Background: an optimization exercise with open tools, aiming at small area. Do not read the settings as production practice.
Only simulation tests tie the RTL to the original design; equivalence was not proved.
Power is estimated from default activity; no workload was simulated.

### flow/flow/run.sh
#!/bin/bash
# The standard layout (standard.sh) with three changes to how it is built:
# abc maps the logic with an area-oriented script (flow/synth.tcl, flow/area.abc),
# the port buffers are the smallest buffer cell, and clock tree synthesis uses
# clkbuf_8 with sink clusters of up to 20 and no dummy loads.
set -euo pipefail
W=$(pwd)
export MY_WORK=$W
export MY_ABC_SCRIPT=$W/flow/area.abc
export BUFFER_PORTS_ARGS="-buffer_cell sky130_fd_sc_hd__buf_1"
export CTS_ARGS="-sink_clustering_enable -repair_clock_nets -dont_use_dummy_load -sink_clustering_size 20 -sink_clustering_max_diameter 50 -buf_list {sky130_fd_sc_hd__clkbuf_8}"
sed "s#SYNTH_SCRIPT=[^ ]*#SYNTH_SCRIPT=$W/flow/synth.tcl#" standard.sh > my_standard.sh
grep -q "SYNTH_SCRIPT=$W/flow/synth.tcl" my_standard.sh
bash my_standard.sh > standard.log 2>&1
### flow/flow/area.abc
strash
ifraig
scorr
dc2
strash
&get -n
&st
&dch -f
&nf -p -R 1000
&put
### flow/flow/synth.tcl
# The standard flow's synthesis script (synth_recipe.tcl), with abc mapping the logic by
# the area-oriented script flow/area.abc instead of ORFS's speed script.
proc abc {args} {
  set i [lsearch -exact $args -script]
  if {$i >= 0} { lset args [expr {$i + 1}] $::env(MY_ABC_SCRIPT) }
  yosys abc {*}$args
}
source [file join $::env(MY_WORK) synth_recipe.tcl]
### flow/standard.sh
#!/bin/bash
# synth_recipe.tcl (not shown) runs the flow's synth.tcl, then flattens the netlist and writes it again
# the make line also repeats each setting of config.mk as NAME=value (left out here)
make -C /OpenROAD-flow-scripts/flow DESIGN_CONFIG=/design/flow/config.mk WORK_HOME=/design/flow/orfs CLKGATE_MAP_FILE= SYNTH_SCRIPT=/design/flow/synth_recipe.tcl "${@:-finish}"
### flow/config.mk
export PLATFORM = sky130hd
export DESIGN_NAME = hmmm_core
export DESIGN_NICKNAME = hmmm_core
export VERILOG_FILES = /design/flow/design.v
export SDC_FILE = /design/flow/constraint.sdc
export NUM_CORES = 4
export LEC_CHECK = 0
export CAP_MARGIN = 20
export CORE_MARGIN = 2
export CORE_UTILIZATION = 50
export PLACE_DENSITY = 0.65
export SLEW_MARGIN = 20
export SYNTH_HIERARCHICAL = 1
export SYNTH_MINIMUM_KEEP_SIZE = 0
### flow/constraint.sdc
create_clock -name core_clock -period 11.0 [get_ports {clk}]
set_input_delay 2.2000 -clock core_clock [delete_from_list [all_inputs] [get_ports {clk}]]
set_output_delay 2.2000 -clock core_clock [all_outputs]
set_load 0.01 [all_outputs]
### flow/design.v
module hmmm_core (
    input  wire        clk,
    input  wire        rst,
    input  wire [8:0]  code_size,
    output wire        imem_req,
    output wire [7:0]  imem_addr,
    input  wire        imem_ready,
    input  wire [15:0] imem_rdata,
    output wire        dmem_req,
    output wire        dmem_we,
    output wire [7:0]  dmem_addr,
    output wire [15:0] dmem_wdata,
    input  wire        dmem_ready,
    input  wire [15:0] dmem_rdata,
    output wire        in_req,
    input  wire        in_valid,
    input  wire        in_abort,
    input  wire [15:0] in_data,
    output wire        out_valid,
    output wire [15:0] out_data,
    output wire [1:0]  status,
    output wire [2:0]  cause,
    output wire [7:0]  lpc,
    input  wire [3:0]  dbg_addr,
    output wire [15:0] dbg_data
);
    localparam [4:0] S_CLR  = 5'd0,  S_FETCH = 5'd1,  S_IRLD = 5'd2,  S_EXEC = 5'd3,
                     S_ADD2 = 5'd4,  S_CHK   = 5'd5,  S_MEM  = 5'd7,
                     S_MWAIT= 5'd8,  S_RD    = 5'd9,  S_ITER = 5'd10, S_DCOR = 5'd11,
                     S_DFIN = 5'd12, S_WB    = 5'd13, S_NX1  = 5'd14, S_NX2  = 5'd15;
    localparam [4:0] S_HALT = 5'b10000, S_ABORT = 5'b11000;
    reg [15:0] ring [0:14];
    reg [3:0]  c;
    reg [4:0]  st;
    reg [7:0]  pc;
    reg [15:0] ir;
    reg [16:0] A;
    reg [15:0] Q;
    reg        f1;
    wire done = st[4];
    wire [3:0] op = ir[15:12];
    wire [3:0] fx = ir[11:8];
    wire [3:0] fy = ir[7:4];
    wire [3:0] fz = ir[3:0];
    wire [7:0] n8 = ir[7:0];
    wire op0     = (op == 4'h0);
    wire is_halt = (ir == 16'h0000);
    wire is_read = op0 && (ir[7:0] == 8'h01);
    wire is_wr   = op0 && (ir[7:0] == 8'h02);
    wire is_jmpi = op0 && (ir[7:0] == 8'h03);
    wire is_ldn  = (op == 4'h1);
    wire is_ld   = (op == 4'h2);
    wire is_st   = (op == 4'h3);
    wire is_ldi  = (op == 4'h4) && (fz == 4'h0);
    wire is_sti  = (op == 4'h4) && (fz == 4'h1);
    wire is_addn = (op == 4'h5);
    wire is_add  = (op == 4'h6);
    wire is_sub  = (op == 4'h7);
    wire is_mul  = (op == 4'h8);
    wire is_div  = (op == 4'h9);
    wire is_mod  = (op == 4'hA);
    wire is_call = (op == 4'hB);
    wire is_jcc  = (op[3:2] == 2'b11);
    wire is_data = is_ld | is_st | is_ldi | is_sti;
    wire is_store = is_st | is_sti;
    wire is_imm  = is_ldn | is_ld | is_st | is_addn | is_call | is_jcc;
    reg [3:0] ra;
    always @* begin
        case (st)
        S_EXEC:           ra = is_imm ? 4'd0 : op0 ? fx : fy;
        S_ITER, S_DCOR,
        S_DFIN:           ra = fz;
        S_ADD2:           ra = is_addn ? fx : fz;
        S_MWAIT, S_RD:    ra = 4'd0;
        default:          ra = done ? dbg_addr : fx;
        endcase
    end
    wire [15:0] imm16 = {{8{n8[7] & (is_ldn | is_addn)}}, n8};
    wire [15:0] ext   = (st == S_MWAIT) ? dmem_rdata :
                        (st == S_RD)    ? in_data :
                        ((st == S_EXEC) && is_imm) ? imm16 : 16'd0;
    wire [14:0] sel;
    hmmm_rsel u_rsel (.ra(ra), .c(c), .sel(sel));
    reg  [15:0] rd;
    integer k;
    always @* begin
        rd = (ra == 4'd0) ? ext : 16'd0;
        for (k = 0; k < 15; k = k + 1)
            rd = rd | ({16{sel[k]}} & ring[k]);
    end
    wire        rdz = (rd == 16'd0);
    wire        s_div = (A[16] == rd[15]);
    wire        Anz   = (A != 17'd0);
    reg  [16:0] opA;
    reg         gate, inv, cin;
    always @* begin
        opA  = A;
        gate = 1'b0;
        inv  = 1'b0;
        cin  = 1'b0;
        if (rst) opA = 17'd0;
        else case (st)
        S_CLR: opA = 17'd0;
        S_EXEC: begin
            opA  = 17'd0;
            gate = !(is_mul | is_div | is_mod);
            inv  = (is_div | is_mod) & rd[15];
        end
        S_MWAIT, S_RD: begin
            opA  = 17'd0;
            gate = 1'b1;
        end
        S_ADD2: begin
            gate = 1'b1;
            inv  = is_sub;
            cin  = is_sub;
        end
        S_CHK: if (is_call) begin
            opA  = {9'd0, pc};
            cin  = 1'b1;
        end
        S_NX1: begin
            opA  = {9'd0, pc};
            cin  = 1'b1;
        end
        S_ITER: begin
            if (is_mul) begin
                opA  = {A[15:0], 1'b0};
                gate = Q[15];
                inv  = Q[15] && (cnt == 4'd0);
                cin  = Q[15] && (cnt == 4'd0);
            end else begin
                opA  = {A[15:0], Q[15]};
                gate = 1'b1;
                inv  = s_div;
                cin  = s_div;
            end
        end
        S_DCOR: begin
            gate = s_div;
            inv  = 1'b1;
            cin  = 1'b1;
        end
        S_DFIN: begin
            if (is_div) begin
                opA  = {Q[15], Q};
                cin  = f1 && !Anz;
            end else begin
                gate = Anz && !s_div;
            end
        end
        default: ;
        endcase
    end
    wire [16:0] opB = ({17{gate}} & {rd[15], rd}) ^ {17{inv}};
    wire [17:0] sum18 = {opA, cin} + {opB, cin};
    wire [16:0] sum   = sum18[17:1];
    genvar b;
    wire [9:0] lb;
    assign lb[0] = 1'b0;
    generate for (b = 0; b < 9; b = b + 1) begin : g_lt
        assign lb[b+1] = (~A[b] & code_size[b]) | (lb[b] & ~(A[b] ^ code_size[b]));
    end endgenerate
    wire        lt      = lb[9];
    wire        hz9     = (A[16:9] == 8'd0);
    wire        code_ok = hz9 && lt;
    wire        data_ok = hz9 && !A[8] && !lt;
    wire        taken  = is_jmpi ? 1'b1 :
                         (op[1:0] == 2'b00) ? rdz :
                         (op[1:0] == 2'b01) ? !rdz :
                         (op[1:0] == 2'b10) ? (!rd[15] && !rdz) : rd[15];
    wire        ovf    = (A[16] != A[15]) || (is_mul && f1);
    wire [3:0]  cnt    = ir[7:4];
    wire        last   = (cnt == 4'd15);
    assign imem_req   = (st == S_FETCH);
    assign imem_addr  = pc;
    assign dmem_req   = (st == S_MEM);
    assign dmem_we    = is_store;
    assign dmem_addr  = A[7:0];
    assign dmem_wdata = rd;
    assign in_req     = (st == S_RD);
    assign out_valid  = (st == S_EXEC) && is_wr;
    assign out_data   = rd;
    assign cause      = done ? st[2:0] : 3'd0;
    assign status     = !done ? 2'd0 : (st[2:0] != 3'd0) ? 2'd2 : st[3] ? 2'd3 : 2'd1;
    assign lpc        = pc;
    assign dbg_data   = rd;
    wire wb = (st == S_CLR) || ((st == S_WB) && !ovf && (c == fx));
    integer i;
    always @(posedge clk) begin
        for (i = 0; i < 14; i = i + 1)
            ring[i] <= ring[i + 1];
        ring[14] <= wb ? A[15:0] : ring[0];
    end
    always @(posedge clk) begin
        A   <= sum;
        Q   <= (st == S_EXEC) ? rd : {Q[14:0], (st == S_ITER) ? (!is_mul && s_div) : !(Anz && !s_div)};
        if (st == S_IRLD) ir <= imem_rdata;
        if (st == S_EXEC) ir[7:4] <= 4'd0;
        if (st == S_ITER) ir[7:4] <= cnt + 4'd1;
        if (rst) begin
            c  <= 4'd1;
            st <= S_CLR;
            pc <= 8'd0;
        end else begin
            c <= (c == 4'd15) ? 4'd1 : c + 4'd1;
            case (st)
            S_CLR:   if (c == 4'd15) st <= S_FETCH;
            S_FETCH: if (imem_ready) st <= S_IRLD;
            S_IRLD:  st <= S_EXEC;
            S_EXEC: begin
                f1 <= 1'b0;
                if (is_halt)                   st <= S_HALT;
                else if (is_read)              st <= S_RD;
                else if (is_wr)                st <= S_NX1;
                else if (is_ldn)               st <= S_WB;
                else if (is_jmpi | is_ld | is_st | is_ldi | is_sti | is_call | is_jcc)
                                               st <= S_CHK;
                else if (is_addn | is_add | is_sub) st <= S_ADD2;
                else if (is_mul | is_div | is_mod)  st <= S_ITER;
                else                           st <= 5'b10010;           
            end
            S_ADD2: st <= S_WB;
            S_CHK: begin
                if (is_data) begin
                    if (!data_ok) st <= is_store ? 5'b10100 : 5'b10011;   
                    else st <= S_MEM;
                end else begin
                    if (!code_ok) st <= 5'b10101;                         
                    else if (is_call) begin pc <= A[7:0]; st <= S_WB; end
                    else if (taken) st <= S_NX2;
                    else st <= S_NX1;
                end
            end
            S_MEM: if (dmem_ready) st <= is_store ? S_NX1 : S_MWAIT;
            S_MWAIT: st <= S_WB;
            S_RD: if (in_valid) st <= in_abort ? S_ABORT : S_WB;
            S_ITER: begin
                if (!is_mul && rdz) st <= 5'b10111;                       
                else begin
                    if (is_mul) f1 <= f1 | (A[16] != A[15]);
                    if (last) st <= is_mul ? S_WB : S_DCOR;
                end
            end
            S_DCOR: begin
                f1 <= s_div;
                st <= (is_div && Q[15] && Q[14]) ? 5'b10110 : S_DFIN;    
            end
            S_DFIN: st <= S_WB;
            S_WB: begin
                if (ovf) st <= 5'b10110;                                  
                else if (fx == 4'd0 || c == fx) st <= is_call ? S_FETCH : S_NX1;
            end
            S_NX1: st <= S_NX2;
            S_NX2: begin
                if (code_ok) begin pc <= A[7:0]; st <= S_FETCH; end
                else st <= 5'b10001;                                      
            end
            default: ;
            endcase
        end
    end
endmodule
module hmmm_rsel (
    input  wire [3:0]  ra,
    input  wire [3:0]  c,
    output wire [14:0] sel
);
    wire [4:0] bw;
    wire [3:0] dif;
    assign bw[0] = 1'b0;
    genvar j;
    generate for (j = 0; j < 4; j = j + 1) begin : g_sub
        assign dif[j]  = ra[j] ^ c[j] ^ bw[j];
        assign bw[j+1] = (~ra[j] & c[j]) | (bw[j] & ~(ra[j] ^ c[j]));
    end endgenerate
    wire [4:0] bd;
    wire [3:0] idx;
    assign bd[0] = bw[4];
    generate for (j = 0; j < 4; j = j + 1) begin : g_dec
        assign idx[j]  = dif[j] ^ bd[j];
        assign bd[j+1] = bd[j] & ~dif[j];
    end endgenerate
    genvar k;
    generate for (k = 0; k < 15; k = k + 1) begin : g
        assign sel[k] = (idx == k) && (ra != 4'd0);
    end endgenerate
endmodule
==> results of run 1 <==
Yosys stat by module (local to each module, per instance):
module,area [um2],flops+latches
hmmm_rsel,285,0
hmmm_core,11200,307
metal layers:
layer | GRT usage | vias to the layer above | wire, um
li1 | - | 4441 | -
met1 | 0.393 | 4601 | 15400
met2 | 0.472 | 430 | 16400
met3 | 0.0340 | 92 | 2460
met4 | 0.109 | 0 | 1330
met5 | 0 | - | 0
power groups by stage:
stage	Sequential (W)	Combinational [W]	Clock, W
final	0.00167	0.00147	0.000557
after global routing	0.00170	0.00157	0.000601
after CTS	0.00166	0.00145	0.000564
after detailed placement	0.00168	0.00144	0
after global placement	0.00168	0.00143	0
after floorplan	0.00160	0.000934	0
through the flow:
stage	util	hold WS, ps
finish	0.557	284
global route	0.557	277
CTS	0.557	264
detailed placement	0.541	334
global placement	0.541	333
floorplan	-	330
cells by family (layout without fill, tap and decap cells):
| group | Yosys count | count (layout) | synth area share |
|---|---|---|---|
| AO/OA/AOI/OAI | 268 | 268 | 0.170 |
| XOR/XNOR | 28 | 28 | 0.0214 |
| adder cells (fa/ha/maj) | 36 | 36 | 0.0420 |
| buffers and inverters | 74 | 226 | 0.0400 |
| flip-flops | 307 | 307 | 0.552 |
| multiplexers | 22 | 22 | 0.0199 |
| AND/OR/NAND/NOR | 393 | 393 | 0.155 |
synthesized netlist by cell type (15+ instances only):
cell type	number	area [um2]
o21ai_0	46	230
nor3_1	17	85.1
mux2i_1	16	160
a22oi_1	26	195
a222oi_1	71	711
nand2b_1	15	93.8
edfxtp_1	17	510
ha_1	32	400
buf_4	48	360
nor2_1	90	338
dfxtp_1	290	5810
clkinv_1	26	97.6
nand3_1	44	220
nand2_1	165	619
a21oi_1	65	325
sequential cells by signal, indices dropped and copies added, names as in the netlist:
signal / cells
Q: 16
A: 17
ir: 16
f1: 1
st: 5
pc: 8
ring: 240
c: 4
how the worst max path moves through the flow:
stage                 from  slack (ps)            end  depth (start not counted)
5_1_grt        dbg_addr[0]         150  A[15]$_DFF_P_                         43
4_1_cts        dbg_addr[0]        1040  A[15]$_DFF_P_                         43
2_1_floorplan  dbg_addr[0]         940  A[15]$_DFF_P_                         39
6_report       dbg_addr[0]         920  A[15]$_DFF_P_                         43
3_5_place_dp   dbg_addr[0]         420  A[15]$_DFF_P_                         43
3_3_place_gp   dbg_addr[0]         700  A[15]$_DFF_P_                         43
layout by cell type (no fill, tap or decap), types with 15 or more instances in the layout:
cell type  count
a222oi_1      71
nor2_1        89
ha_1          32
nand2b_1      15
a21oi_1       63
clkinv_1      26
o21ai_0       46
mux2i_1       16
nor3_1        16
buf_4         26
nand2_1      165
a22oi_1       26
edfxtp_1      17
nand3_1       44
clkbuf_8      26
dfxtp_1      290
buf_1        148
layout make-up:
| class | instances | share of cell area |
|---|---|---|
| tap | 285 | 0.0284 |
| sequential | 307 | 0.502 |
| multi-input combinational | 747 | 0.373 |
| timing repair buffer | 174 | 0.0597 |
| clock buffer | 26 | 0.0285 |
| inverter | 26 | 0.00776 |
==> run notes, run 1 <==
Post-synth EDFFs = 17
Warnings, synthesis = 8
Register area = 0.00632 mm2
Tmin final = 10080 ps
Critical Path AT = 10630 ps
Area of the multi-input gates = 0.00469 mm2
DIE AREA = 0.0241 mm2
TNS Setup = 0 ps
Part of the cycle the worst path needs = 0.917
Hold WC Path Type = reg2reg
Flop2flop setup slack = 1120 ps
Peak VDD IR = 0.185 mV
Num rows = 55
RSZ-0062 raised after global routing = false
Placed Area = 0.0122 mm2
Clock latency on the worst-skew pair = 610 ps
TritonCTS clock tree = built
Top delay family on crit path = compound AO/OA/AOI/OAI gates
P_sw = 0.00163 W
H-tree Lvls = 1
Total global routing overflow = 0
DRC Markers = 0
CTS Hold Buffers Added = 0
Die W = 155 um
Pint = 0.00207 W
FF-to-FF End = A[15]$_DFF_P_
CTS sink cnt = 307
Top FF cell, synth = dfxtp_1
Sw Ratio = 0.440
Kind of critical path = in2reg
Worst setup margin = 917 ps
WP data required = 11550 ps
Setup WS pre-CTS = 420 ps
Fill count = 2061
Sequential Power Share = 0.451
Routed len/inst = 22.7 um
Clock buffer count from CTS = 26
Final setup fails = 0
Max-Cap Viols = 0
Critical path peak fanout = 17
Pwr/cell area = 294 mW/mm2
Most used cell, CP = a21oi_1
Ys async rst share = 0
CTS max path bufs = 3
Slowest CP cell = fa_1
Leak pwr = 4.99 nW
Initial Utilization = 0.507
R2R depth = 47
Final GP Congestion = 0.963
Max incr delay on CP = 510 ps
Final ANT Viol Nets = 0
Vias in the first global route = 9274
Global-route wire length before repair = 53300 um
Hold Path Depth = 0
Max Freq = 0.0992 GHz
Postcts setup bufs = 0
Post-route insts no fill = 1565
Worst slew pin tran = 1020 ps
Hold endpoint = ring[10][5]$_DFF_P_
Synthesized cell area = 0.0114 mm2
Area of the core = 0.0226 mm2
Clock power frac = 0.151
GRT Overall Usage = 0.288
Antenna Cells = 0
Via Count = 9564
IO Count = 149
Max Clock Skew = 95.3 ps
Hold Crit Start = ring[11][5]$_DFF_P_
Finished Cell Area = 0.0126 mm2
Final wirelength = 35600 um
Relative slew slack = 0.317
CP Launch Type = input pin
Final Hold Fails = 0
Die span in y = 155 um
Clock transition at the registers of the reported paths = 110 ps
Post-CTS sizing = 0
Initial antenna violation count = 0
Syn avg cell area = 10.1 um2
Seq/Total Area, Yosys = 0.552
Outcome = complete, no violations
WP buf/inv = 4
Layout cell share with drive strength beyond 1 = 0.0445
Synth cell types = 53
Via density = 6.11
Synthesized instance count = 1128
Largest net degree at the start of global routing = 37
Register bit count reported by yosys = 307
CP endpoint kind = flop
Max-slew violation count = 0
I/O Buffers = 148
First-pass detailed-route iteration total = 9
Syn_nets = 1231
Overall power = 0.00369 W
Layout area overhead = 9.83%
Clock Tree Root = clkbuf_8
Combinational Power Share = 0.398
Placed instance count = 1539
Initial drt markers = 1173
FF-to-FF Start = ir[12]$_DFFE_PP_
Final nets = 1385
Detailed Place HPWL = 24700 um
==> run 2, diff against run 1 <==
--- a/flow/config.mk
+++ b/flow/config.mk
@@ -7,8 +7,8 @@
 export LEC_CHECK = 0
 export CAP_MARGIN = 20
 export CORE_MARGIN = 2
-export CORE_UTILIZATION = 50
-export PLACE_DENSITY = 0.65
+export CORE_UTILIZATION = 58
+export PLACE_DENSITY = 0.72
 export SLEW_MARGIN = 20
 export SYNTH_HIERARCHICAL = 1
 export SYNTH_MINIMUM_KEEP_SIZE = 0
==> run 2 against run 1 <==
First-iteration DRC count shrank 7.0%. Synthesized area is the same. Via count shrank 0.40%. Clock skew shrank 21 ps. Final area shrank 0.31%. Sequential cell count is the same. Critical path depth grew 1.
==> run notes, run 2 <==
Kind of critical path = in2reg
DIE AREA = 0.0209 mm2 (-13%)
GRT Overall Usage = 0.324 (+0.0364)
Slowest CP cell = fa_1
CP endpoint kind = flop
Area share of the largest cell type after synthesis = 0.507 (unchanged)
TritonCTS clock tree = built
Most common cell in the netlist = dfxtp_1
Synth cell types = 53 (unchanged)
Syn_nets = 1231 (unchanged)
Critical Path AT = 10510 ps (-120 ps)
Clock Tree Root = clkbuf_8
Compound-Gate Fraction of Synth Area = 0.170 (unchanged)
Final setup fails = 0 (unchanged)
Area of the core = 0.0194 mm2 (-14%)
Die span in y = 144 um (-7.0%)
Initial Utilization = 0.590 (+0.0829)
Warnings, synthesis = 8 (unchanged)
Syn avg cell area = 10.1 um2 (unchanged)
Final ANT Viol Nets = 0 (unchanged)
Global-route wire length before repair = 51300 um (-3.8%)
Post-CTS sizing = 0 (unchanged)
CTS max path bufs = 3 (unchanged)
Critical path peak fanout = 16 (-1)
CP Launch Type = input pin
Commonest cells post-synth = dfxtp_1, nand2_1, nor2_1, a222oi_1, a21oi_1
Mux contribution to synthesized area = 0.0199 (unchanged)
Clock buffer count from CTS = 25 (-3.8%)
CTS Hold Buffers Added = 0 (unchanged)
Post-Synth Adder-Cell Area = 0.0420 (unchanged)
Pwr/cell area = 291 mW/mm2 (-0.89%)
Part of the cycle the worst path needs = 0.913 (-0.00352)
RSZ-0062 raised after global routing = false
Synthesized cell area = 0.0114 mm2 (unchanged)
I/O Buffers = 148 (unchanged)
Layout area overhead = 9.49%
Leading area contributor after synthesis = dfxtp_1
FF-to-FF End = A[15]$_DFF_P_
Final Hold Fails = 0 (unchanged)
CP Capture Point = A[15]$_DFF_P_
Register bit count reported by yosys = 307 (unchanged)
Max-Cap Viols = 0 (unchanged)
Overall power = 0.00365 W (-1.2%)
DRC Markers = 0 (unchanged)
Max reg flops = 240 (unchanged)
Die W = 144 um (-7.0%)
Synth area leaders = dfxtp_1, a222oi_1, nand2_1
Final nets = 1384 (-0.072%)
Clock latency on the worst-skew pair = 590 ps (-20 ps)
Largest net degree at the start of global routing = 37 (unchanged)
Post-Synth XOR/XNOR Area = 0.0214 (unchanged)
Commonest non-fill, non-tap cells in the layout = dfxtp_1, nand2_1, buf_1
Vias in the first global route = 9141 (-1.4%)
First-pass detailed-route iteration total = 6 (-3)
R2R depth = 48 (+2.1%)
IO Count = 149 (unchanged)
Relative slew slack = 0.254 (-0.0627)
Via density = 6.17 (+0.89%)
Max-slew violation count = 0 (unchanged)
Launch point of the worst path = dbg_addr[0]
Ys async rst share = 0 (unchanged)
Initial drt markers = 1091 (-7.0%)
Synth Area in Simple Gates = 0.155 (unchanged)
WP data required = 11470 ps (-80 ps)
Clock transition at the registers of the reported paths = 110 ps (about the same)
Routed len/inst = 22.0 um (-3.3%)
Most common cell after layout, fill and taps aside = dfxtp_1
Outcome = complete, no violations
Top FF cell, synth = dfxtp_1
Most used cell, CP = a21oi_1
Tmin final = 10040 ps (-38.7 ps)
TNS Setup = 0 ps (unchanged)
Largest Register = ring
Peak VDD IR = 0.147 mV (-20%)
Synthesized instance count = 1128 (unchanged)
Layout cell share with drive strength beyond 1 = 0.0430 (-0.00153)
Flop2flop setup slack = 1120 ps (about the same)
Max incr delay on CP = 470 ps (-40 ps)
Postcts setup bufs = 0 (unchanged)
CTS sink cnt = 307 (unchanged)
Seq/Total Area, Yosys = 0.552 (unchanged)
Hold WC Path Type = reg2reg
Total global routing overflow = 0 (unchanged)
H-tree Lvls = 1 (unchanged)
Initial antenna violation count = 3 (+3)
Top Registers = ring: 240 flops, A: 17 flops
Post-synth EDFFs = 17 (unchanged)
FF-to-FF Start = ir[12]$_DFFE_PP_
Final wirelength = 34000 um (-4.5%)
Final GP Congestion = 0.978 (+1.6%)
Largest family of logic cells by synthesized area = compound AO/OA/AOI/OAI gates
Max Freq = 0.0996 GHz (+0.39%)
Worst slew pin tran = 1110 ps (+96.0 ps)
Detailed Place HPWL = 23800 um (-3.4%)
Leak pwr = 4.98 nW (-0.14%)
Via Count = 9526 (-0.40%)
Max Clock Skew = 74.5 ps (-20.9 ps)
Num rows = 51 (-7.3%)
## run 2: cell counts after synthesis
No cell type changed its count.
## run 2: per-module statistics from Yosys (local to each module, per instance)
| module | flip-flops and latches | times used |
|---|---|---|
| hmmm_core | 307 | 1 |
| hmmm_rsel | 0 | 1 |
## run 2: final cells by class
type | instances | area, um2
diodes | 1 | 2.50
clock buffers | 25 | 344
fillers | 1711 | 6870
inverters | 26 | 97.6
multi-input cells | 747 | 4690
flip-flops and latches | 307 | 6320
well taps | 265 | 332
repair buffers | 174 | 751
## run 2: worst max-delay path: cells and delay by family
kind / cells / cell delay, ps
multiplexers: 1 / 240
AO/OA/AOI/OAI: 18 / 3600
adder cells (fa/ha/maj): 7 / 1900
buffers and inverters: 5 / 510
XOR/XNOR: 3 / 520
AND/OR/NAND/NOR: 10 / 1560
## run 2: how the worst min path moves through the flow
stage | from | end | slack (ps) | cells past startpoint
6_report | ring[6][14]$_DFF_P_ | ring[5][14]$_DFF_P_ | 280 | 0
4_1_cts | ring[6][14]$_DFF_P_ | ring[5][14]$_DFF_P_ | 270 | 0
3_5_place_dp | ring[13][14]$_DFF_P_ | ring[12][14]$_DFF_P_ | 340 | 0
5_1_grt | ring[6][14]$_DFF_P_ | ring[5][14]$_DFF_P_ | 270 | 0
3_3_place_gp | ring[2][5]$_DFF_P_ | ring[1][5]$_DFF_P_ | 330 | 0
2_1_floorplan | ring[2][15]$_DFF_P_ | ring[1][15]$_DFF_P_ | 330 | 0
## run 2: kinds of logic after synthesis
group	count (synthesis)
xor+xnor	28
buf+inv	74
simple gates	393
flops	307
compound gates	268
fa+ha+maj	36
mux	22
## run 2: power breakdown
| part | leakage [nW] | internal (W) | switching (W) |
|---|---|---|---|
| clock | 0.180 | 0.000203 | 0.000337 |
| sequential | 2.51 | 0.00145 | 0.000223 |
| combinational | 2.29 | 0.000408 | 0.00103 |
| total | 4.98 | 0.00206 | 0.00159 |
## run 2: routing by layer
layer | global-route usage | wire length, um
met5 | 0 | 0
met1 | 0.426 | 14000
met2 | 0.534 | 15900
met4 | 0.123 | 1210
met3 | 0.0589 | 2890
## run 2: metrics by stage
| step | utilization | setup WS [ps] | hold slack (ps) | cells | instance area, um2 |
|---|---|---|---|---|---|
| after floorplan | - | 942 | 330 | 1128 | 11400 |
| after global placement | 0.628 | 783 | 332 | 1518 | 12200 |
| after detailed placement | 0.628 | 534 | 336 | 1518 | 12200 |
| after CTS | 0.645 | 1070 | 274 | 1543 | 12500 |
| after global routing | 0.646 | 168 | 271 | 1544 | 12500 |
| final | 0.646 | 955 | 281 | 1545 | 12500 |
==> run 3, diff against run 2 <==
--- a/flow/config.mk
+++ b/flow/config.mk
@@ -7,8 +7,8 @@
 export LEC_CHECK = 0
 export CAP_MARGIN = 20
 export CORE_MARGIN = 2
-export CORE_UTILIZATION = 58
-export PLACE_DENSITY = 0.72
+export CORE_UTILIZATION = 42
+export PLACE_DENSITY = 0.58
 export SLEW_MARGIN = 20
 export SYNTH_HIERARCHICAL = 1
 export SYNTH_MINIMUM_KEEP_SIZE = 0
==> run 3 against run 2 <==
Still clean on timing, DRC and antenna. Register-to-register slack gained 30 ps. Sequential cell count is the same. Wire length grew 8.0%. Utilization shrank 17 points. Fmax grew 0.42%. Combinational power grew 3%. Critical endpoint unchanged. Highest routed layer unchanged.
==> run notes, run 3 <==
RSZ-0062 raised after global routing = false
Placed instance count = 1596 (+5.1%)
Total global routing overflow = 0 (unchanged)
Synth area leaders = dfxtp_1, a222oi_1, nand2_1
Commonest cells post-synth = dfxtp_1, nand2_1, nor2_1, a222oi_1, a21oi_1
Syn_nets = 1231 (unchanged)
Clock buffer count from CTS = 29 (+16%)
Postcts setup bufs = 0 (unchanged)
CTS Hold Buffers Added = 0 (unchanged)
GRT Overall Usage = 0.252 (-0.0723)
Seq/Total Area, Yosys = 0.552 (unchanged)
Most common cell in the netlist = dfxtp_1
Max Used Layer = met4
Initial Utilization = 0.426 (-0.164)
Initial drt markers = 999 (-8.4%)
Top Registers = ring: 240 flops, A: 17 flops
Leading area contributor after synthesis = dfxtp_1
DRC Markers = 0 (unchanged)
Max incr delay on CP = 500 ps (+30 ps)
Outcome = complete, no violations
Hold Crit Start = ring[13][5]$_DFF_P_
Via Count = 9453 (-0.77%)
Post-CTS sizing = 0 (unchanged)
WP data required = 11550 ps (+80 ps)
FF-to-FF End = A[15]$_DFF_P_
Largest Register = ring
Hold Path Depth = 0 (unchanged)
Clock Tree Root = clkbuf_8
Met2 routed WL = 17200 um (+8.0%)
Setup WS pre-CTS = 442 ps (-91.3 ps)
Pwr/cell area = 295 mW/mm2 (+1.2%)
Post-route insts no fill = 1626 (+5.2%)
Met3 wire length = 2390 um (-17%)
Max-slew violation count = 0 (unchanged)
Top delay family on crit path = compound AO/OA/AOI/OAI gates
Combinational Power Share = 0.396 (+0.002)
Largest net degree at the start of global routing = 37 (unchanged)
Max-Cap Viols = 0 (unchanged)
Hold endpoint = ring[12][5]$_DFF_P_
Critical Path AT = 10560 ps (+50 ps)
Part of the cycle the worst path needs = 0.909 (-0.00384)
H-tree Lvls = 1 (unchanged)
Layout area overhead = 10.9%
Pint = 0.00210 W (+1.8%)
Clock power frac = 0.157 (+0.009)
Flop2flop setup slack = 1150 ps (+30 ps)
CP endpoint kind = flop
Sw Ratio = 0.439 (+0.00374)
Kind of critical path = in2reg
Die span in y = 169 um (+17%)
Sequential Power Share = 0.447 (-0.011)
Top FF cell, synth = dfxtp_1
DIE AREA = 0.0286 mm2 (+37%)
Via density = 5.81 (-5.7%)
Die W = 169 um (+17%)
Area share of the largest cell type after synthesis = 0.507 (unchanged)
CTS sink cnt = 307 (unchanged)
Num rows = 60 (+18%)
CP Launch Type = input pin
Syn avg cell area = 10.1 um2 (unchanged)
P_sw = 0.00164 W (+3.4%)
Final GP Congestion = 0.922 (-5.8%)
Register bit count reported by yosys = 307 (unchanged)
First-pass detailed-route iteration total = 7 (+1)
Post-synth EDFFs = 17 (unchanged)
Max reg flops = 240 (unchanged)
FF-to-FF Start = st[4]$_SDFFE_PP0P_
Leak pwr = 5.01 nW (+0.70%)
Global-route wire length before repair = 54900 um (+7.1%)
Detailed Place HPWL = 25300 um (+6.3%)
Clock transition at the registers of the reported paths = 120 ps (about the same)
TritonCTS clock tree = built
Worst setup margin = 998 ps (+42.2 ps)
Relative slew slack = 0.276 (+0.0215)
I/O Buffers = 148 (unchanged)
WP buf/inv = 6 (+1)
Max Clock Skew = 103 ps (+28.5 ps)
Synthesized cell area = 0.0114 mm2 (unchanged)
Ys async rst share = 0 (unchanged)
DRT met1 WL = 16100 um (+16%)
Most used cell, CP = a21oi_1
Tmin final = 10000 ps (-42.2 ps)
Worst slew pin tran = 1080 ps (-32.2 ps)
CTS max path bufs = 3 (unchanged)
Fill count = 2590 (+51%)
Slowest CP cell = nand2b_1
Initial antenna violation count = 0 (-3)
Most common cell after layout, fill and taps aside = dfxtp_1
Final Hold Fails = 0 (unchanged)
Max Freq = 0.100 GHz (+0.42%)
Critical path peak fanout = 17 (+1)
Synthesized instance count = 1128 (unchanged)
Commonest non-fill, non-tap cells in the layout = dfxtp_1, nand2_1, buf_1
Hold WC Path Type = reg2reg
Vias in the first global route = 9259 (+1.3%)
Final nets = 1389 (+0.36%)
Overall power = 0.00374 W (+2.5%)
TNS Setup = 0 ps (unchanged)
Routed len/inst = 22.6 um (+2.7%)
Final wirelength = 36700 um (+8.0%)
Peak VDD IR = 0.137 mV (-6.4%)
Clock latency on the worst-skew pair = 630 ps (+40 ps)
IO Count = 149 (unchanged)
Final setup fails = 0 (unchanged)
Area of the core = 0.0269 mm2 (+39%)
Layout cell share with drive strength beyond 1 = 0.0467 (+0.00373)
Synth cell types = 53 (unchanged)
Final ANT Viol Nets = 0 (unchanged)
Warnings, synthesis = 8 (unchanged)
R2R depth = 48 (unchanged)
-- run 3: cell counts after synthesis --
No cell type changed its count.
-- run 3: area by class of cell --
class	count	area [um2]	share of cell area
flip-flops and latches	307	6320	0.497
inverters	26	97.6	0.00769
diodes	1	2.50	0.000197
repair buffers	175	758	0.0597
clock buffers	29	399	0.0314
multi-input cells	747	4700	0.370
well taps	341	427	0.0336
-- run 3: logic make-up after synthesis --
family	share of synthesized area
adders and majority gates	0.0420
AOI/OAI and AO/OA	0.170
buffers and inverters	0.0400
DFF	0.552
xor gates and xnor gates	0.0214
and+or+nand+nor	0.155
muxes	0.0199
-- run 3: power groups by stage --
stage / clock (W) / combinational, W / sequential (W)
detailed placement: 0 / 0.00146 / 0.00169
global route: 0.000643 / 0.00158 / 0.00171
CTS: 0.000597 / 0.00147 / 0.00167
global placement: 0 / 0.00146 / 0.00169
floorplan: 0 / 0.000934 / 0.00160
finish: 0.000586 / 0.00148 / 0.00167
-- run 3: worst max-delay path by stage --
stage	from	end	slack [ps]	cells past startpoint
final	dbg_addr[0]	A[15]$_DFF_P_	1000	45
after CTS	dbg_addr[0]	A[15]$_DFF_P_	1080	45
after detailed placement	dbg_addr[0]	A[15]$_DFF_P_	440	45
after global routing	st[0]$_SDFFE_PP0P_	A[15]$_DFF_P_	300	49
after floorplan	dbg_addr[0]	A[15]$_DFF_P_	940	39
after global placement	dbg_addr[0]	A[15]$_DFF_P_	730	45
-- run 3: routing by layer --
metal  vias up  global-route usage
met5         -                   0
met4         0              0.0792
met3        64              0.0313
met2       386               0.419
met1      4543               0.343
li1       4460                   -
-- run 3: per-stage QoR --
stage	area, um2	utilization	hold slack [ps]
final	12700	0.472	239
after global routing	12700	0.472	259
after CTS	12700	0.472	232
after detailed placement	12300	0.457	335
after global placement	12300	0.457	333
after floorplan	11400	-	330
-- run 3: Yosys stat by module, one instance, submodules excluded --
module / cell area, um2 / cells / copies in the design
hmmm_core: 11200 / 1084 / 1
hmmm_rsel: 285 / 44 / 1
==> run 4, diff against run 3 <==
==> flow/flow/run.sh (replaced) <==
#!/bin/bash
# The standard layout (standard.sh) with three changes to how it is built:
# abc maps the logic with an area-oriented script (flow/synth.tcl, flow/area.abc),
# the port buffers are the smallest buffer cell, and clock tree synthesis uses
# clkbuf_16 with sink clusters of up to 30 and no dummy loads.
set -euo pipefail
W=$(pwd)
export MY_WORK=$W
export MY_ABC_SCRIPT=$W/flow/area.abc
export BUFFER_PORTS_ARGS="-buffer_cell sky130_fd_sc_hd__buf_1"
export CTS_ARGS="-sink_clustering_enable -repair_clock_nets -dont_use_dummy_load -sink_clustering_size 30 -sink_clustering_max_diameter 60 -buf_list {sky130_fd_sc_hd__clkbuf_16}"
sed "s#SYNTH_SCRIPT=[^ ]*#SYNTH_SCRIPT=$W/flow/synth.tcl#" standard.sh > my_standard.sh
grep -q "SYNTH_SCRIPT=$W/flow/synth.tcl" my_standard.sh
bash my_standard.sh > standard.log 2>&1
==> flow/flow/area.abc (replaced) <==
&get -n
&st
&dch
&nf -p -R 1000
&put
--- a/flow/config.mk
+++ b/flow/config.mk
@@ -7,8 +7,8 @@
 export LEC_CHECK = 0
 export CAP_MARGIN = 20
 export CORE_MARGIN = 2
-export CORE_UTILIZATION = 42
-export PLACE_DENSITY = 0.58
+export CORE_UTILIZATION = 50
+export PLACE_DENSITY = 0.65
 export SLEW_MARGIN = 20
 export SYNTH_HIERARCHICAL = 1
 export SYNTH_MINIMUM_KEEP_SIZE = 0
==> run 4 against run 3 <==
Still clean on timing, DRC and antenna. Final area increased by 2.3%. Final cell count decreased by 0.12%. Sequential cell count unchanged. Critical path depth decreased by 3. First-iteration DRC count decreased by 5.9%. Global-route usage increased by 2.8 points. Worst setup slack improved by 120 ps. Via count increased by 1.0%. Clock skew decreased by 38 ps. Critical endpoint unchanged. Highest routed layer unchanged.
==> run notes, run 4 <==
Relative slew slack = 0.387 (+0.111)
Initial antenna violation count = 0 (unchanged)
Pint = 0.00149 W (-29%)
CP Launch Type = input pin
Hold WC Path Type = reg2reg
Compound-Gate Fraction of Synth Area = 0.171 (+0.00141)
CTS sink cnt = 307 (unchanged)
Leading area contributor after synthesis = dfxtp_1
Worst slew pin tran = 911 ps (-172 ps)
Commonest cells post-synth = dfxtp_1, nand2_1, nor2_1, a22oi_1, a21oi_1
Syn avg cell area = 10.0 um2 (-1.1%)
Sw Ratio = 0.224 (-0.216)
DRC Markers = 0 (unchanged)
Area share of the largest cell type after synthesis = 0.498 (-0.00925)
RSZ-0062 raised after global routing = false
Final Hold Fails = 0 (unchanged)
Met2 routed WL = 16300 um (-4.8%)
Register bit count reported by yosys = 307 (unchanged)
Post-Synth Adder-Cell Area = 0.0412 (-0.000766)
Post-Synth XOR/XNOR Area = 0.0331 (+0.0116)
Via Count = 9550 (+1.0%)
Largest Register = ring
Max Clock Skew = 65.3 ps (-37.7 ps)
Most common cell after layout, fill and taps aside = dfxtp_1
Peak VDD IR = 0.0936 mV (-32%)
P_sw = 0.000430 W (-74%)
Sequential Power Share = 0.587 (+0.140)
Fill count = 2055 (-21%)
Detailed Place HPWL = 24900 um (-1.4%)
WP data required = 11420 ps (-130 ps)
Initial drt markers = 940 (-5.9%)
Part of the cycle the worst path needs = 0.898 (-0.0111)
Synth area leaders = dfxtp_1, edfxtp_1, nand2_1
First-pass detailed-route iteration total = 6 (-1)
Clock power frac = 0.363 (+0.206)
R2R depth = 45 (-6.3%)
Layout area overhead = 11.4%
IO Count = 149 (unchanged)
Max Freq = 0.101 GHz (+1.2%)
H-tree Lvls = 1 (unchanged)
Seq/Total Area, Yosys = 0.542 (-0.0101)
Pwr/cell area = 148 mW/mm2 (-50%)
TNS Setup = 0 ps (unchanged)
Final setup fails = 0 (unchanged)
Max-slew violation count = 0 (unchanged)
Top Registers = ring: 240 flops, A: 17 flops
Via density = 5.88 (+1.2%)
Routed len/inst = 21.5 um (-4.8%)
Final ANT Viol Nets = 0 (unchanged)
Finished Cell Area = 0.0130 mm2 (+2.3%)
Clock Tree Root = clkbuf_16
Most used cell, CP = a21oi_1
Final nets = 1415 (+1.9%)
Commonest non-fill, non-tap cells in the layout = dfxtp_1, buf_1, nand2_1
CP Capture Point = A[15]$_DFF_P_
Placed Area = 0.0125 mm2 (+1.4%)
Critical Path AT = 10300 ps (-260 ps)
Kind of critical path = in2reg
DRT met1 WL = 15500 um (-3.9%)
Warnings, synthesis = 8 (unchanged)
Flop2flop setup slack = 1170 ps (+20 ps)
Ys async rst share = 0 (unchanged)
Tmin final = 9880 ps (-123 ps)
Global-route wire length before repair = 52800 um (-3.9%)
Layout cell share with drive strength beyond 1 = 0.0389 (-0.00780)
Initial Utilization = 0.512 (+0.0860)
Vias in the first global route = 9145 (-1.2%)
CTS Hold Buffers Added = 0 (unchanged)
TritonCTS clock tree = built
Combinational Power Share = 0.051 (-0.345)
Largest net degree at the start of global routing = 38 (+2.7%)
Synthesized cell area = 0.0117 mm2 (+1.9%)
I/O Buffers = 148 (unchanged)
Post-synth EDFFs = 17 (unchanged)
Most common cell in the netlist = dfxtp_1
Final GP Congestion = 0.981 (+6.5%)
Postcts setup bufs = 0 (unchanged)
Largest family of logic cells by synthesized area = compound AO/OA/AOI/OAI gates
Launch point of the worst path = dbg_addr[0]
Syn_nets = 1265 (+2.8%)
CTS max path bufs = 3 (unchanged)
FF-to-FF End = A[15]$_DFF_P_
Clock transition at the registers of the reported paths = 110 ps (about the same)
DIE AREA = 0.0246 mm2 (-14%)
Clock latency on the worst-skew pair = 540 ps (-90 ps)
Top FF cell, synth = dfxtp_1
Outcome = complete, no violations
CP endpoint kind = flop
Area of the core = 0.0228 mm2 (-15%)
Max reg flops = 240 (unchanged)
Max-Cap Viols = 0 (unchanged)
Met3 wire length = 2110 um (-12%)
Max Used Layer = met4
Synth Area in Simple Gates = 0.156 (+0.00114)
Synth cell types = 51 (-3.8%)
FF-to-FF Start = st[4]$_SDFFE_PP0P_
GRT Overall Usage = 0.280 (+0.0280)
Max incr delay on CP = 520 ps (+20 ps)
Leak pwr = 4.91 nW (-2.1%)
Total global routing overflow = 0 (unchanged)
Slowest CP cell = nor2_4
Clock buffer count from CTS = 21 (-28%)
Final Hold Slack = 288 ps (+49.2 ps)
Num rows = 55 (-8.3%)
Post-CTS sizing = 0 (unchanged)
Synthesized instance count = 1162 (+3.0%)
Final wirelength = 34900 um (-5.0%)
Die W = 157 um (-7.3%)
Mux contribution to synthesized area = 0.0170 (-0.00294)
Die span in y = 157 um (-7.3%)
Critical path peak fanout = 16 (-1)
run 4: changes by cell type in the layout (fill, tap and decap cells not counted), moves of 21 or more:
cell / previous run / this run
nor2_1: 90 / 123
clkbuf_16: 0 / 21
nand2_1: 165 / 128
a222oi_1: 71 / 41
a22oi_1: 26 / 60
clkbuf_8: 29 / 0
run 4: how the worst min path moves through the flow:
stage                                 to            startpoint  cells past startpoint
floorplan           ring[11][15]$_DFF_P_  ring[12][15]$_DFF_P_                      0
global placement     ring[12][7]$_DFF_P_   ring[13][7]$_DFF_P_                      0
detailed placement  ring[10][10]$_DFF_P_  ring[11][10]$_DFF_P_                      0
CTS                 ring[11][15]$_DFF_P_  ring[12][15]$_DFF_P_                      0
global route        ring[11][15]$_DFF_P_  ring[12][15]$_DFF_P_                      0
finish              ring[11][15]$_DFF_P_  ring[12][15]$_DFF_P_                      0
run 4: cell type report:
class                           instances  area (um2)  area share
Sequential cell                       307        6320       0.486
Multi-Input combinational cell        780        4890       0.377
Timing Repair Buffer                  175         759      0.0585
Clock buffer                           21         526      0.0405
Tap cell                              313         392      0.0302
Inverter                               27         101     0.00780
Antenna cell                            1        2.50    0.000193
run 4: layer usage:
metal  vias up  GRT usage
met4         0     0.0804
met1      4579      0.381
met5         -          0
met2       366      0.467
li1       4531          -
met3        74     0.0357
run 4: worst max-delay path: cells and delay by family:
family	cells	cell delay, ps
compound gates	14	2830
simple gates	11	2010
fa+ha+maj	7	1820
xor+xnor	4	900
buf+inv	5	490
mux	1	60
run 4: cells by family after synthesis:
logic type,after synthesis
buffers and inverters,75
and+or+nand+nor,401
xor gates and xnor gates,44
adders and majority gates,36
muxes,19
AOI/OAI and AO/OA,280
DFF,307
run 4: power by group through the flow:
stage	Combinational, W	Clock, W	Sequential, W
finish	0.0000971	0.000696	0.00113
global route	0.000105	0.000745	0.00113
global placement	0.0000948	0	0.00115
floorplan	0.0000474	0	0.00115
CTS	0.0000967	0.000704	0.00113
detailed placement	0.0000963	0	0.00115
run 4: modules after synthesis, one instance, submodules excluded:
module | cells inside | cell area, um2 | flip-flops and latches | times used
hmmm_core | 1119 | 11400 | 307 | 1
hmmm_rsel | 43 | 280 | 0 | 1
run 4: stage by stage:
stage / utilization / power [W] / cells / setup slack (ps)
4_1_cts: 0.570 / 0.00193 / 1623 / 866
3_5_place_dp: 0.547 / 0.00125 / 1602 / 372
3_3_place_gp: 0.547 / 0.00125 / 1602 / 638
5_1_grt: 0.570 / 0.00198 / 1623 / 308
2_1_floorplan: - / 0.00120 / 1162 / 961
6_report: 0.570 / 0.00192 / 1624 / 1120
==> run 5, diff against run 4 <==
==> flow/flow/run.sh (replaced) <==
#!/bin/bash
# The standard layout (standard.sh) with three changes to how it is built:
# abc maps the logic with an area-oriented script (flow/synth.tcl, flow/area.abc),
# the port buffers are the smallest buffer cell, and clock tree synthesis uses
# clkbuf_8 with sink clusters of up to 20 (70 um across) and no dummy loads.
set -euo pipefail
W=$(pwd)
export MY_WORK=$W
export MY_ABC_SCRIPT=$W/flow/area.abc
export BUFFER_PORTS_ARGS="-buffer_cell sky130_fd_sc_hd__buf_1"
export CTS_ARGS="-sink_clustering_enable -repair_clock_nets -dont_use_dummy_load -sink_clustering_size 20 -sink_clustering_max_diameter 70 -buf_list {sky130_fd_sc_hd__clkbuf_8}"
sed "s#SYNTH_SCRIPT=[^ ]*#SYNTH_SCRIPT=$W/flow/synth.tcl#" standard.sh > my_standard.sh
grep -q "SYNTH_SCRIPT=$W/flow/synth.tcl" my_standard.sh
bash my_standard.sh > standard.log 2>&1
==> flow/flow/area.abc (replaced) <==
strash
ifraig
scorr
dc2
strash
&get -n
&st
&dch -f
&nf -p -R 1000
&put
==> run 5 against run 4 <==
Still clean on timing, DRC and antenna. Wire length increased by 1.0%. Sequential power increased by 47%. Count of clock-buffer cells in the layout unchanged. First-iteration DRC count increased by 34%. Clock skew decreased by 23 ps. Critical endpoint unchanged.
==> run notes, run 5 <==
Hold WC Path Type = reg2reg
Register bit count reported by yosys = 307 (unchanged)
Initial drt markers = 1261 (+34%)
Area of the core = 0.0226 mm2 (-0.91%)
Final Hold Fails = 0 (unchanged)
Clock Tree Root = clkbuf_8
Die span in y = 155 um (-0.89%)
Detailed Place HPWL = 24700 um (-1.1%)
Largest Register = ring
Critical path peak fanout = 17 (+1)
Clock transition at the registers of the reported paths = 110 ps (about the same)
Slowest CP cell = nand2b_1
Final nets = 1380 (-2.5%)
Die W = 155 um (-0.89%)
Final wirelength = 35200 um (+1.0%)
Critical Path AT = 10660 ps (+360 ps)
Synthesized cell area = 0.0114 mm2 (-1.8%)
TNS Setup = 0 ps (unchanged)
Global-route wire length before repair = 53000 um (+0.48%)
I/O Buffers = 148 (unchanged)
Layout area overhead = 9.23%
Clock power frac = 0.138 (-0.225)
Post-synth EDFFs = 17 (unchanged)
Synth cell types = 53 (+3.9%)
WP data required = 11490 ps (+70 ps)
Top FF cell, synth = dfxtp_1
Post-CTS sizing = 0 (unchanged)
Most used cell, CP = a21oi_1
TritonCTS clock tree = built
Peak VDD IR = 0.176 mV (+88%)
Postcts setup bufs = 0 (unchanged)
Fill count = 2061 (+0.29%)
Sw Ratio = 0.441 (+0.217)
DIE AREA = 0.0241 mm2 (-1.8%)
Num rows = 55 (unchanged)
Final ANT Viol Nets = 0 (unchanged)
Largest net degree at the start of global routing = 37 (-2.6%)
GRT Overall Usage = 0.286 (+0.00672)
Max-slew violation count = 0 (unchanged)
Final setup fails = 0 (unchanged)
Initial Utilization = 0.507 (-0.00474)
Pwr/cell area = 290 mW/mm2 (+97%)
Warnings, synthesis = 8 (unchanged)
Max Freq = 0.0983 GHz (-2.9%)
P_sw = 0.00160 W (+270%)
H-tree Lvls = 1 (unchanged)
Vias in the first global route = 9231 (+0.94%)
Placed instance count = 1539 (-3.9%)
Max incr delay on CP = 510 ps (about the same)
Total global routing overflow = 0 (unchanged)
Most common cell in the netlist = dfxtp_1
Via Count = 9485 (-0.68%)
Layout cell share with drive strength beyond 1 = 0.0408 (+0.00185)
Routed len/inst = 22.6 um (+5.2%)
Ys async rst share = 0 (unchanged)
Relative slew slack = 0.310 (-0.0769)
Kind of critical path = in2reg
Commonest cells post-synth = dfxtp_1, nand2_1, nor2_1, a222oi_1, a21oi_1
Worst setup margin = 827 ps (-293 ps)
Syn_nets = 1231 (-2.7%)
Combinational Power Share = 0.403 (+0.352)
Tmin final = 10170 ps (+293 ps)
CTS sink cnt = 307 (unchanged)
Initial antenna violation count = 0 (unchanged)
Sequential Power Share = 0.459 (-0.128)
CTS Hold Buffers Added = 0 (unchanged)
Top Registers = ring: 240 flops, A: 17 flops
Synth area leaders = dfxtp_1, a222oi_1, nand2_1
Area share of the largest cell type after synthesis = 0.507 (+0.00925)
Max-Cap Viols = 0 (unchanged)
Post-route insts no fill = 1560 (-3.9%)
CP endpoint kind = flop
Outcome = complete, no violations
Seq/Total Area, Yosys = 0.552 (+0.0101)
Via density = 6.08 (+3.4%)
Syn avg cell area = 10.1 um2 (+1.1%)
Worst slew pin tran = 1030 ps (+118 ps)
Antenna Cells = 0 (-1)
Max reg flops = 240 (unchanged)
CTS max path bufs = 3 (unchanged)
RSZ-0062 raised after global routing = false
Commonest non-fill, non-tap cells in the layout = dfxtp_1, nand2_1, buf_1
Layout Utilization = 0.554 (-0.0163)
Most common cell after layout, fill and taps aside = dfxtp_1
Final GP Congestion = 0.963 (-1.9%)
Clock latency on the worst-skew pair = 550 ps (about the same)
Part of the cycle the worst path needs = 0.925 (+0.0267)
Setup WS pre-CTS = 420 ps (+47.4 ps)
Pint = 0.00203 W (+36%)
DRC Markers = 0 (unchanged)
CP Launch Type = input pin
Leading area contributor after synthesis = dfxtp_1
First-pass detailed-route iteration total = 7 (+1)
IO Count = 149 (unchanged)
Leak pwr = 4.95 nW (+0.90%)
Max Clock Skew = 42.4 ps (-22.9 ps)
Synthesized instance count = 1128 (-2.9%)
Overall power = 0.00363 W (+89%)
Clock buffer count from CTS = 21 (unchanged)
## run 5: power by group through the flow
stage | clock [W] | sequential (W) | combinational, W
after CTS | 0.000512 | 0.00166 | 0.00145
final | 0.000502 | 0.00166 | 0.00146
after global routing | 0.000549 | 0.00170 | 0.00157
after detailed placement | 0 | 0.00168 | 0.00144
after global placement | 0 | 0.00168 | 0.00143
after floorplan | 0 | 0.00160 | 0.000934
## run 5: per-module statistics from Yosys (local to each module, per instance)
module | flip-flops and latches | cells inside | times used
hmmm_rsel | 0 | 44 | 1
hmmm_core | 307 | 1084 | 1
## run 5: worst paths after layout
| check | endpoint | slack (ps) | cells past startpoint | start |
|---|---|---|---|---|
| max | A[15]$_DFF_P_ | 830 | 43 | dbg_addr[0] |
| min | ring[9][5]$_DFF_P_ | 340 | 0 | ring[10][5]$_DFF_P_ |
| max reg2reg | A[15]$_DFF_P_ | 1040 | 46 | ir[13]$_DFFE_PP_ |
| min reg2reg | ring[9][5]$_DFF_P_ | 340 | 0 | ring[10][5]$_DFF_P_ |
## run 5: cells by family after synthesis
logic type / Yosys count / synth area share
flops: 307 / 0.552
buf+inv: 74 / 0.0400
fa+ha+maj: 36 / 0.0420
compound gates: 268 / 0.170
simple gates: 393 / 0.155
mux: 22 / 0.0199
xor+xnor: 28 / 0.0214
## run 5: worst max-delay path: cells and delay by family
kind            cells  cell delay, ps
xor+xnor            3             540
buf+inv             4             260
mux                 1             230
simple gates       10            1680
fa+ha+maj           7            1930
compound gates     18            3800
## run 5: layer usage
layer | vias to the layer above | global-route usage | share of wire
li1 | 4442 | - | -
met1 | 4539 | 0.391 | 0.43
met2 | 423 | 0.470 | 0.46
met3 | 81 | 0.0348 | 0.072
met4 | 0 | 0.108 | 0.036
met5 | - | 0 | 0
## run 5: layout make-up
class                   instances  area, um2  share of cell area
flip-flops and latches        307       6320               0.505
inverters                      26       97.6             0.00781
well taps                     285        357              0.0285
repair buffers                174        751              0.0600
multi-input cells             747       4690               0.375
clock buffers                  21        289              0.0231
## run 5: per-stage QoR
step / area (um2) / hold slack [ps]
floorplan: 11400 / 330
global placement: 12200 / 333
detailed placement: 12200 / 334
CTS: 12500 / 336
global route: 12500 / 322
finish: 12500 / 339
==> run 6, diff against run 5 <==
--- a/flow/flow/run.sh
+++ b/flow/flow/run.sh
@@ -1,6 +1,7 @@
 #!/bin/bash
 # The standard layout (standard.sh) with three changes to how it is built:
-# abc maps the logic with an area-oriented script (flow/synth.tcl, flow/area.abc),
+# abc maps the logic with an area-oriented script (flow/synth.tcl, flow/area.abc;
+# the read-port decoder keeps the speed script),
 # the port buffers are the smallest buffer cell, and clock tree synthesis uses
 # clkbuf_8 with sink clusters of up to 20 (70 um across) and no dummy loads.
 set -euo pipefail
==> flow/flow/synth.tcl (replaced) <==
# The standard flow's synthesis script (synth_recipe.tcl), with abc mapping the read-port
# decoder (hmmm_rsel) by ORFS's own speed script and the rest of the design
# by the area-oriented script flow/area.abc.
proc abc {args} {
  set i [lsearch -exact $args -script]
  if {$i < 0} { yosys abc {*}$args; return }
  set area $args
  lset area [expr {$i + 1}] $::env(MY_ABC_SCRIPT)
  yosys abc {*}$args hmmm_rsel
  yosys abc {*}$area hmmm_core
}
source [file join $::env(MY_WORK) synth_recipe.tcl]
==> run 6 against run 5 <==
Still clean. Clock skew is 14 ps higher. Global-route usage is 0.23 points lower. Die area is 0.36% higher. Wire length is 0.27% higher. Total power is 3.2% higher. Via count is 0.69% higher. Fmax is 1.4% higher. First-iteration DRC count is 16% lower. Final cell count hardly changed. Synthesized cell count is 0.35% lower. Critical path type unchanged. Critical endpoint unchanged.
==> run notes, run 6 <==
Outcome = complete, no violations
Flop2flop setup slack = 1000 ps (-40 ps)
Hold Crit Start = ring[1][15]$_DFF_P_
Layout area overhead = 10.3%
Top FF cell, synth = dfxtp_1
Most common cell after layout, fill and taps aside = dfxtp_1
H-tree Lvls = 1 (unchanged)
Detailed Place HPWL = 24800 um (+0.60%)
Leak pwr = 4.99 nW (+0.79%)
Largest net degree at the start of global routing = 37 (unchanged)
Synthesized cell area = 0.0115 mm2 (+0.37%)
Sequential Power Share = 0.446 (-0.013)
Hold endpoint = ring[0][15]$_DFF_P_
Top delay family on crit path = compound AO/OA/AOI/OAI gates
Postcts setup bufs = 0 (unchanged)
Overall power = 0.00374 W (+3.2%)
Pwr/cell area = 295 mW/mm2 (+1.7%)
RSZ-0062 raised after global routing = false
Most used cell, CP = a21oi_1
Seq/Total Area, Yosys = 0.550 (-0.00204)
Initial Utilization = 0.509 (+0.00188)
WP data required = 11490 ps (about the same)
WP buf/inv = 5 (+1)
Clock latency on the worst-skew pair = 550 ps (about the same)
Register bit count reported by yosys = 307 (unchanged)
Commonest non-fill, non-tap cells in the layout = dfxtp_1, nand2_1, buf_1
Area of the core = 0.0226 mm2 (unchanged)
Area share of the largest cell type after synthesis = 0.505 (-0.00188)
Layout Utilization = 0.562 (+0.00770)
Antenna Cells = 0 (unchanged)
Final nets = 1379 (-0.072%)
Final Hold Slack = 338 ps (-1.95 ps)
CTS Hold Buffers Added = 0 (unchanged)
Max reg flops = 240 (unchanged)
Tmin final = 10030 ps (-138 ps)
Largest Register = ring
Kind of critical path = in2reg
Most common cell in the netlist = dfxtp_1
Pint = 0.00207 W (+2.0%)
Combinational Power Share = 0.420 (+0.017)
CP Launch Type = input pin
Clock power frac = 0.134 (-0.004)
Clock Tree Root = clkbuf_8
Final GP Congestion = 0.935 (-2.9%)
Synth cell types = 58 (+9.4%)
Top Registers = ring: 240 flops, A: 17 flops
Clock buffer count from CTS = 21 (unchanged)
Critical Path AT = 10520 ps (-140 ps)
CTS max path bufs = 3 (unchanged)
Launch point of the worst path = dbg_addr[0]
Max-Cap Viols = 0 (unchanged)
Final setup fails = 0 (unchanged)
Num rows = 55 (unchanged)
Global-route wire length before repair = 52600 um (-0.90%)
Layout cell share with drive strength beyond 1 = 0.0589 (+0.0181)
Max-slew violation count = 0 (unchanged)
Sw Ratio = 0.447 (+0.00643)
Part of the cycle the worst path needs = 0.912 (-0.0126)
Final ANT Viol Nets = 0 (unchanged)
R2R depth = 47 (+2.2%)
Critical path peak fanout = 17 (unchanged)
WP depth = 40 (-7.0%)
TritonCTS clock tree = built
GRT Overall Usage = 0.284 (-0.00227)
Worst slew pin tran = 1150 ps (+122 ps)
Syn_nets = 1227 (-0.32%)
Slowest CP cell = xnor2_2
Routed len/inst = 22.7 um (+0.33%)
Clock transition at the registers of the reported paths = 110 ps (about the same)
Ys async rst share = 0 (unchanged)
Syn avg cell area = 10.2 um2 (+0.73%)
CTS sink cnt = 307 (unchanged)
Final Hold Fails = 0 (unchanged)
Die W = 156 um (+0.18%)
Total global routing overflow = 0 (unchanged)
Relative slew slack = 0.228 (-0.0827)
Max Clock Skew = 56.7 ps (+14.3 ps)
FF-to-FF End = A[15]$_DFF_P_
Via Count = 9550 (+0.69%)
Initial antenna violation count = 0 (unchanged)
Initial drt markers = 1063 (-16%)
First-pass detailed-route iteration total = 8 (+1)
Synth area leaders = dfxtp_1, a222oi_1, nand2_1
TNS Setup = 0 ps (unchanged)
Commonest cells post-synth = dfxtp_1, nand2_1, nor2_1, a222oi_1, a21oi_1
Warnings, synthesis = 8 (unchanged)
Die span in y = 156 um (+0.18%)
Hold WC Path Type = reg2reg
DIE AREA = 0.0242 mm2 (+0.36%)
Via density = 6.13 (+0.75%)
Vias in the first global route = 9189 (-0.45%)
CP endpoint kind = flop
IO Count = 149 (unchanged)
I/O Buffers = 148 (unchanged)
Peak VDD IR = 0.170 mV (-3.3%)
Max Freq = 0.0997 GHz (+1.4%)
Post-synth EDFFs = 17 (unchanged)
Fill count = 2080 (+0.92%)
P_sw = 0.00168 W (+4.7%)
Hold Path Depth = 0 (unchanged)
FF-to-FF Start = ir[12]$_DFFE_PP_
Leading area contributor after synthesis = dfxtp_1
Synthesized instance count = 1124 (-0.35%)
Max incr delay on CP = 530 ps (+20 ps)
Final wirelength = 35300 um (+0.27%)
DRC Markers = 0 (unchanged)
-- run 6: logic make-up after synthesis --
family,count (synthesis),synth area share
and+or+nand+nor,388,0.157
DFF,307,0.550
AOI/OAI and AO/OA,268,0.169
buffers and inverters,75,0.0408
adders and majority gates,36,0.0418
xor gates and xnor gates,28,0.0213
muxes,22,0.0198
-- run 6: stage by stage --
| step | cells | area [um2] | setup slack [ps] |
|---|---|---|---|
| floorplan | 1124 | 11500 | 130 |
| global placement | 1538 | 12400 | 279 |
| detailed placement | 1538 | 12400 | 49.2 |
| CTS | 1559 | 12700 | 601 |
| global route | 1559 | 12700 | 194 |
| finish | 1559 | 12700 | 965 |
-- run 6: Yosys stat by module (local to each module, per instance) --
module | times used | area [um2]
hmmm_rsel | 1 | 328
hmmm_core | 1 | 11200
-- run 6: power by group through the flow --
stage | clock network (W) | logic, W | registers (W)
floorplan | 0 | 0.000957 | 0.00160
global placement | 0 | 0.00153 | 0.00168
detailed placement | 0 | 0.00153 | 0.00168
CTS | 0.000511 | 0.00154 | 0.00166
global route | 0.000550 | 0.00167 | 0.00170
finish | 0.000502 | 0.00157 | 0.00167
-- run 6: how the worst max path moves through the flow --
stage | to | slack [ps]
detailed placement | A[15]$_DFF_P_ | 50
global route | A[15]$_DFF_P_ | 190
floorplan | A[15]$_DFF_P_ | 130
global placement | A[15]$_DFF_P_ | 280
CTS | A[15]$_DFF_P_ | 600
finish | A[15]$_DFF_P_ | 970
-- run 6: layer usage --
layer  track usage  share of wire
met5             0              0
met4         0.103          0.034
met3        0.0425          0.077
met2         0.458           0.45
met1         0.391           0.43
-- run 6: what timing repair did --
action,in CTS,in global routing
resized for setup,0,2
setup endpoints to repair,0,2
hold endpoints to repair,0,0
-- run 6: area by class of cell --
cell class | count | area (um2) | share of cell area
multi-input cells | 742 | 4840 | 0.382
clock buffers | 21 | 289 | 0.0228
inverters | 26 | 97.6 | 0.00770
well taps | 285 | 357 | 0.0281
repair buffers | 178 | 781 | 0.0616
flip-flops and latches | 307 | 6320 | 0.498

## re-timing with driven ports
No port has a modelled driver above. Below, the same layouts with a new extraction and two added sets of constraints. Step 1 (the two cells are an assumption about what drives the block):
set clk [get_ports {clk}]
set_driving_cell -lib_cell sky130_fd_sc_hd__clkbuf_16 $clk
set_driving_cell -lib_cell sky130_fd_sc_hd__buf_2 [delete_from_list [all_inputs] $clk]
Step 2 also shifts input and output timing later by t, the mid clock arrival at the registers, as if the neighbouring blocks saw the same clock. Three values: ideal, step 1, step 2; two values: the first two.
| run | shift t [ns] | slack for setup (ns) | latest minus earliest clock arrival (ns) |
|---|---|---|---|
| run 1 | 0.601 | 0.917 / 0.939 / 0.339 | 0.096 / 0.095 |
| run 2 | 0.601 | 0.955 / 0.979 / 0.378 | 0.075 / 0.075 |
| run 3 | 0.625 | 0.998 / 1.020 / 0.395 | 0.103 / 0.103 |
| run 4 | 0.560 | 1.120 / 1.144 / 0.584 | 0.065 / 0.066 |
| run 5 | 0.575 | 0.827 / 0.851 / 0.276 | 0.043 / 0.043 |
| run 6 | 0.567 | 0.965 / 0.985 / 0.418 | 0.056 / 0.056 |
After both steps setup and hold are still met in every run listed. For run 3, which loses most, drivers alone change the setup slack by +0.022 ns; drivers and shift together by -0.603 ns.
